From an optimization exercise on the open Yosys and OpenROAD flow, aimed at small area and few clock cycles; shortcuts taken in it are not production practice. The RTL was checked by simulation tests, not by an equivalence proof against the original design. Power is estimated from default activity; no workload was simulated.

Design jnge_engine, start of the top module:
module jnge_engine (
    input  wire         clk,
    input  wire         rst,
    input  wire [3:0]   rx_valid,
    output wire [3:0]   rx_ready,
    input  wire [31:0]  rx_data,
    output wire [3:0]   tx_valid,
    input  wire [3:0]   tx_ready,
    output wire [31:0]  tx_data,
    output wire [3:0]   tx_last,
    input  wire [3:0]   ch_clear,
    input  wire         h_valid,
    input  wire [2:0]   h_op,
    input  wire [15:0]  h_wdata,
    output wire [49:0]  h_rdata,
    output wire [3:0]   diag_valid,
    output wire [7:0]   diag_kind,
    output wire [255:0] diag_frame
);
    localparam integer NCHAN = 4;
    localparam        INIT_MODE     = 1'b0;       
    localparam        INIT_AC_STATE = 1'b0;       
    localparam [15:0] INIT_BAT_VOLT = 16'h0208;
    localparam [15:0] INIT_ON_THR   = 16'h0104;
    localparam [15:0] INIT_OFF_THR  = 16'h00F0;
    localparam [2:0] HSET_MODE = 3'd1;
    localparam [2:0] HSET_AC   = 3'd2;
    localparam [2:0] HSET_BAT  = 3'd3;
    localparam [2:0] HSET_ON   = 3'd4;
    localparam [2:0] HSET_OFF  = 3'd5;
    reg        rs_mode;
    reg        rs_ac;
    reg [15:0] rs_bat;
    reg [15:0] rs_on;
    reg [15:0] rs_off;
    assign h_rdata = {rs_mode, rs_ac, rs_bat, rs_on, rs_off};
    wire [NCHAN-1:0] wr_on;
    wire [NCHAN-1:0] wr_off;
    wire [16*NCHAN-1:0] wr_value;
    reg ph;
    always @(posedge clk)
        ph <= rst ? 1'b0 : !ph;
    wire [7*NCHAN-1:0]  rom_addr;
    wire [15:0]         rom_data [0:NCHAN/2-1];
    genvar c;
    generate
        for (c = 0; c < NCHAN; c = c + 1) begin : ch
            jnge_channel u_chan (
                .clk        (clk),
  ...
Size in the first run: roughly 31,000 sq um of cells after synthesis.
==> flow/config.mk <==
export PLATFORM = sky130hd
export DESIGN_NAME = jnge_engine
export DESIGN_NICKNAME = jnge_engine
export VERILOG_FILES = /design/flow/design.v
export SDC_FILE = /design/flow/constraint.sdc
export NUM_CORES = 4
export LEC_CHECK = 0
export ABC_AREA = 1
export CAP_MARGIN = 20
export CORE_MARGIN = 2
export CORE_UTILIZATION = 40
export GPL_TIMING_DRIVEN = 0
export SLEW_MARGIN = 20
==> flow/constraint.sdc <==
create_clock -name core_clock -period 10.0 [get_ports {clk}]
set_input_delay 2.0000 -clock core_clock [delete_from_list [all_inputs] [get_ports {clk}]]
set_output_delay 2.0000 -clock core_clock [all_outputs]
set_load 0.01 [all_outputs]
standard.sh (not shown) runs the stock make flow with config.mk's settings and CLKGATE_MAP_FILE= SYNTH_SCRIPT=/design/flow/synth_recipe.tcl, a recipe that flattens the netlist after the stock synthesis.
==> flow/flow/run.sh <==
#!/bin/bash
# Layout flow: the standard synthesis, then the combinational logic is
# re-mapped with a stronger ABC area script (registers untouched: same
# instance names and cell types), then the standard ORFS flow from
# floorplan to finish. Port buffers use the smallest buffer cell; the clock
# tree uses small clock buffers in small clusters, without dummy loads.
set -euo pipefail
WORK=$(pwd)
FLOWDIR=$WORK/flow
R=$WORK/orfs/results/$FLOW_PLATFORM/jnge_engine/base
LIB=$FLOW_HOME/platforms/$FLOW_PLATFORM/lib/sky130_fd_sc_hd__tt_025C_1v80.lib

# 1. standard synthesis
bash standard.sh synth > $WORK/synth_std.log 2>&1
cp $R/1_2_yosys.v $WORK/1_2_yosys_std.v

# 2. re-map the combinational logic
export RS_LIB=$LIB RS_TOP=$FLOW_TOP RS_DIR=$WORK RS_SCRIPT=$FLOWDIR/area.abc
export RS_IN=$WORK/1_2_yosys_std.v RS_OUT=$WORK/1_2_yosys_rs.v
export RS_DONT_USE="$(sed -n '/DONT_USE_CELLS += /,/^#/p' $FLOW_HOME/platforms/$FLOW_PLATFORM/config.mk | grep -o 'sky130_fd_sc_hd__[a-z0-9_]*' | tr '\n' ' ')"
ok=0
if yosys -c $FLOWDIR/resynth.tcl > $WORK/resynth.log 2>&1; then
    # the registers must be exactly the standard synthesis's
    regs() { grep -E '^\s*sky130_fd_sc_hd__[a-z]*df[a-z0-9_]* ' "$1" | sed 's/($//' | awk '{print $1, $2}' | sort; }
    regs $RS_IN > $WORK/regs_std.txt
    regs $RS_OUT > $WORK/regs_rs.txt
    if cmp -s $WORK/regs_std.txt $WORK/regs_rs.txt && [ -s $WORK/regs_std.txt ]; then
        ok=1
    fi
fi
echo "resynthesis used: $ok" | tee $WORK/resynth_used.txt
if [ $ok = 1 ]; then
    cp $RS_OUT $R/1_2_yosys.v
    rm -f $R/1_synth.odb $R/1_synth.sdc
fi

# 3. the rest of the standard flow
bash standard.sh "BUFFER_PORTS_ARGS=-buffer_cell sky130_fd_sc_hd__buf_1" \
    "CTS_ARGS=-sink_clustering_enable -repair_clock_nets -dont_use_dummy_load -buf_list sky130_fd_sc_hd__clkbuf_4 -sink_clustering_size 8 -sink_clustering_max_diameter 40" \
    finish > $WORK/finish.log 2>&1
Other scripts of this flow, unchanged in this note and not shown: flow/flow/area.abc, flow/flow/resynth.tcl
The starting point completed without violations.
Testbench counts at the start, summed over its fixed seeds: cycles 84,410.
Then changed:
--- a/flow/config.mk
+++ b/flow/config.mk
@@ -12 +11,0 @@
-export GPL_TIMING_DRIVEN = 0
=> The new run finished with timing, DRC and antenna clean. Maximum frequency increases by about 2%. Register-to-register slack improved by 0.20 ns. Final area is about the same. Worst setup slack improved by 0.18 ns. Final cell count increases by 0.66%. Sequential share of layout area barely changes. Power increases by 0.38%. Area after synthesis does not change. Core utilization is about the same. Die area stays the same. Routed wire length increases by about 3.4%.

========
== build 20 ==
Another version of the RTL of jnge_engine (not shown whole).
Size in the first run: about 3800 cells after synthesis, about 430 I/O pins, ~29000 sq um of cells after synthesis.
// jnge_engine
module jnge_engine (
    input  wire         clk,
    input  wire         rst,
    input  wire [3:0]   rx_valid,
    output wire [3:0]   rx_ready,
    input  wire [31:0]  rx_data,
    output wire [3:0]   tx_valid,
    input  wire [3:0]   tx_ready,
    output wire [31:0]  tx_data,
    output wire [3:0]   tx_last,
    input  wire [3:0]   ch_clear,
    input  wire         h_valid,
    input  wire [2:0]   h_op,
    input  wire [15:0]  h_wdata,
    output wire [49:0]  h_rdata,
    output wire [3:0]   diag_valid,
    output wire [7:0]   diag_kind,
    output wire [255:0] diag_frame
);
Settings: LEC_CHECK=0, ABC_AREA=1, CAP_MARGIN=20, CORE_MARGIN=2, CORE_UTILIZATION=40, SLEW_MARGIN=20; clock period 10.0 ns.
==> flow/flow/area.abc <==
strash
 dch -f
 amap
 mfs2
 strash
 dch -f
 amap
 mfs2
 strash
 dch -f
 amap
 mfs2
 strash
 dch -f
 amap
 mfs2
 strash
 dch -f
 amap
 mfs2
 strash
 dch -f
 amap
 mfs2
 strash
 dch -f
 amap
 mfs2
 strash
 dch -f
 amap
 topo
==> flow/flow/resynth.tcl <==
# Re-map the combinational logic of the standard synthesis netlist with a
# stronger ABC area script. Registers (and any cell without a logic
# function) stay as they are, with their instance names and cell types.
set lib $::env(RS_LIB)
yosys read_liberty -ignore_miss_func $lib
yosys read_verilog $::env(RS_IN)
yosys hierarchy -top $::env(RS_TOP)
yosys setattr -mod -set keep_hierarchy 1 sky130_fd_sc_hd__*df*
yosys tee -o $::env(RS_DIR)/rs_before.txt stat -liberty $lib
yosys flatten
yosys opt_clean -purge
yosys rename -hide w:*.*
set du {}
foreach c $::env(RS_DONT_USE) { lappend du -dont_use $c }
yosys abc -script $::env(RS_SCRIPT) -liberty $lib {*}$du
yosys opt_clean -purge
yosys splitnets
yosys opt_clean -purge
yosys hilomap -singleton -hicell sky130_fd_sc_hd__conb_1 HI -locell sky130_fd_sc_hd__conb_1 LO
yosys insbuf -buf sky130_fd_sc_hd__buf_4 A X
yosys delete =sky130_fd_sc_hd__*
yosys read_liberty -lib -ignore_miss_func $lib
yosys tee -o $::env(RS_DIR)/rs_after.txt stat -liberty $lib
yosys check -assert -mapped
yosys write_verilog -noattr -nohex -nodec $::env(RS_OUT)
Scripts as last shown in full above: flow/flow/run.sh
Testbench counts of build 20, summed over its fixed seeds: cycles 84,410.
Changes in build 22 relative to build 20:
- GPL_TIMING_DRIVEN newly set to 0
### Flow results
- Build 22: final period demand of the worst path higher than build 20
- | power consumption | build 22 vs build 20 | worse |
- Comparing build 22 and build 20, combined buffer and inverter count along the critical path is higher on build 20.
- Build 22 vs. build 20: internal cell power did not really move; cell area after layout shows a reduction of about 1%.
- Going from build 20 to build 22, layout overhead on the synthesized area fell by 1.1 points; met3 layer wire length in the routed design fell by 6.6%.
- Of build 22 and build 20, the run reporting the lower clock network fraction of total power was build 20.
The following lists how build 92 was set up differently from build 22:
- a deleted GPL_TIMING_DRIVEN that had been 0
==> flow/flow/area.abc <==
strash
 dch -f
 amap
 mfs2
 strash
 dch -f
 amap
 mfs2
 strash
 dch -f
 amap
 mfs2
 strash
 dch -f
 amap
 topo
Findings:
- Row number of global-route vias before repair: build 92 higher / build 22 lower
- Build 92 gives less count of cells along the worst register-to-register path than build 22 did.
- Compared with build 22, build 92 ends up with a larger final cell area.
- Looking at build 22 and build 92, the starting density of the core is a wash.
- Compared to build 22, build 92 has hold slack 0.018 ns lower.
- Going from build 22 to build 92, the non-clock buffer count was found to have gone up by 14%.

## port drivers added, routing unchanged
Ports are ideal in the flow. The routed layouts listed here were re-timed in OpenROAD.
Step 1: set_driving_cell puts a clkbuf_16 on clk and a buf_2 on each other input, an assumption about the parent block.
Step 2, shift: input delay + t, output delay - t, t = (earliest + latest rising clock arrival at the registers) / 2. This alone moves slack from input paths to output paths.
a / b / c = ideal ports / drivers / drivers and shift; a / b = the first two.
| run | t (ns) | setup WS [ns] | worst data-port slew with drivers (ns) |
|---|---|---|---|
| the first run of note 1 | 0.897 | 0.359 / 0.295 / 1.192 | 0.12 |
| the second run of note 1 | 0.929 | 0.543 / 0.480 / 1.409 | 0.15 |
| build 20 | 0.930 | 2.235 / 2.169 / 3.002 | 0.19 |
| build 22 | 0.907 | 0.303 / 0.232 / 1.139 | 0.17 |
| build 92 | 0.949 | 2.082 / 2.014 / 2.962 | 0.15 |
After both steps setup and hold are still met in every run listed.
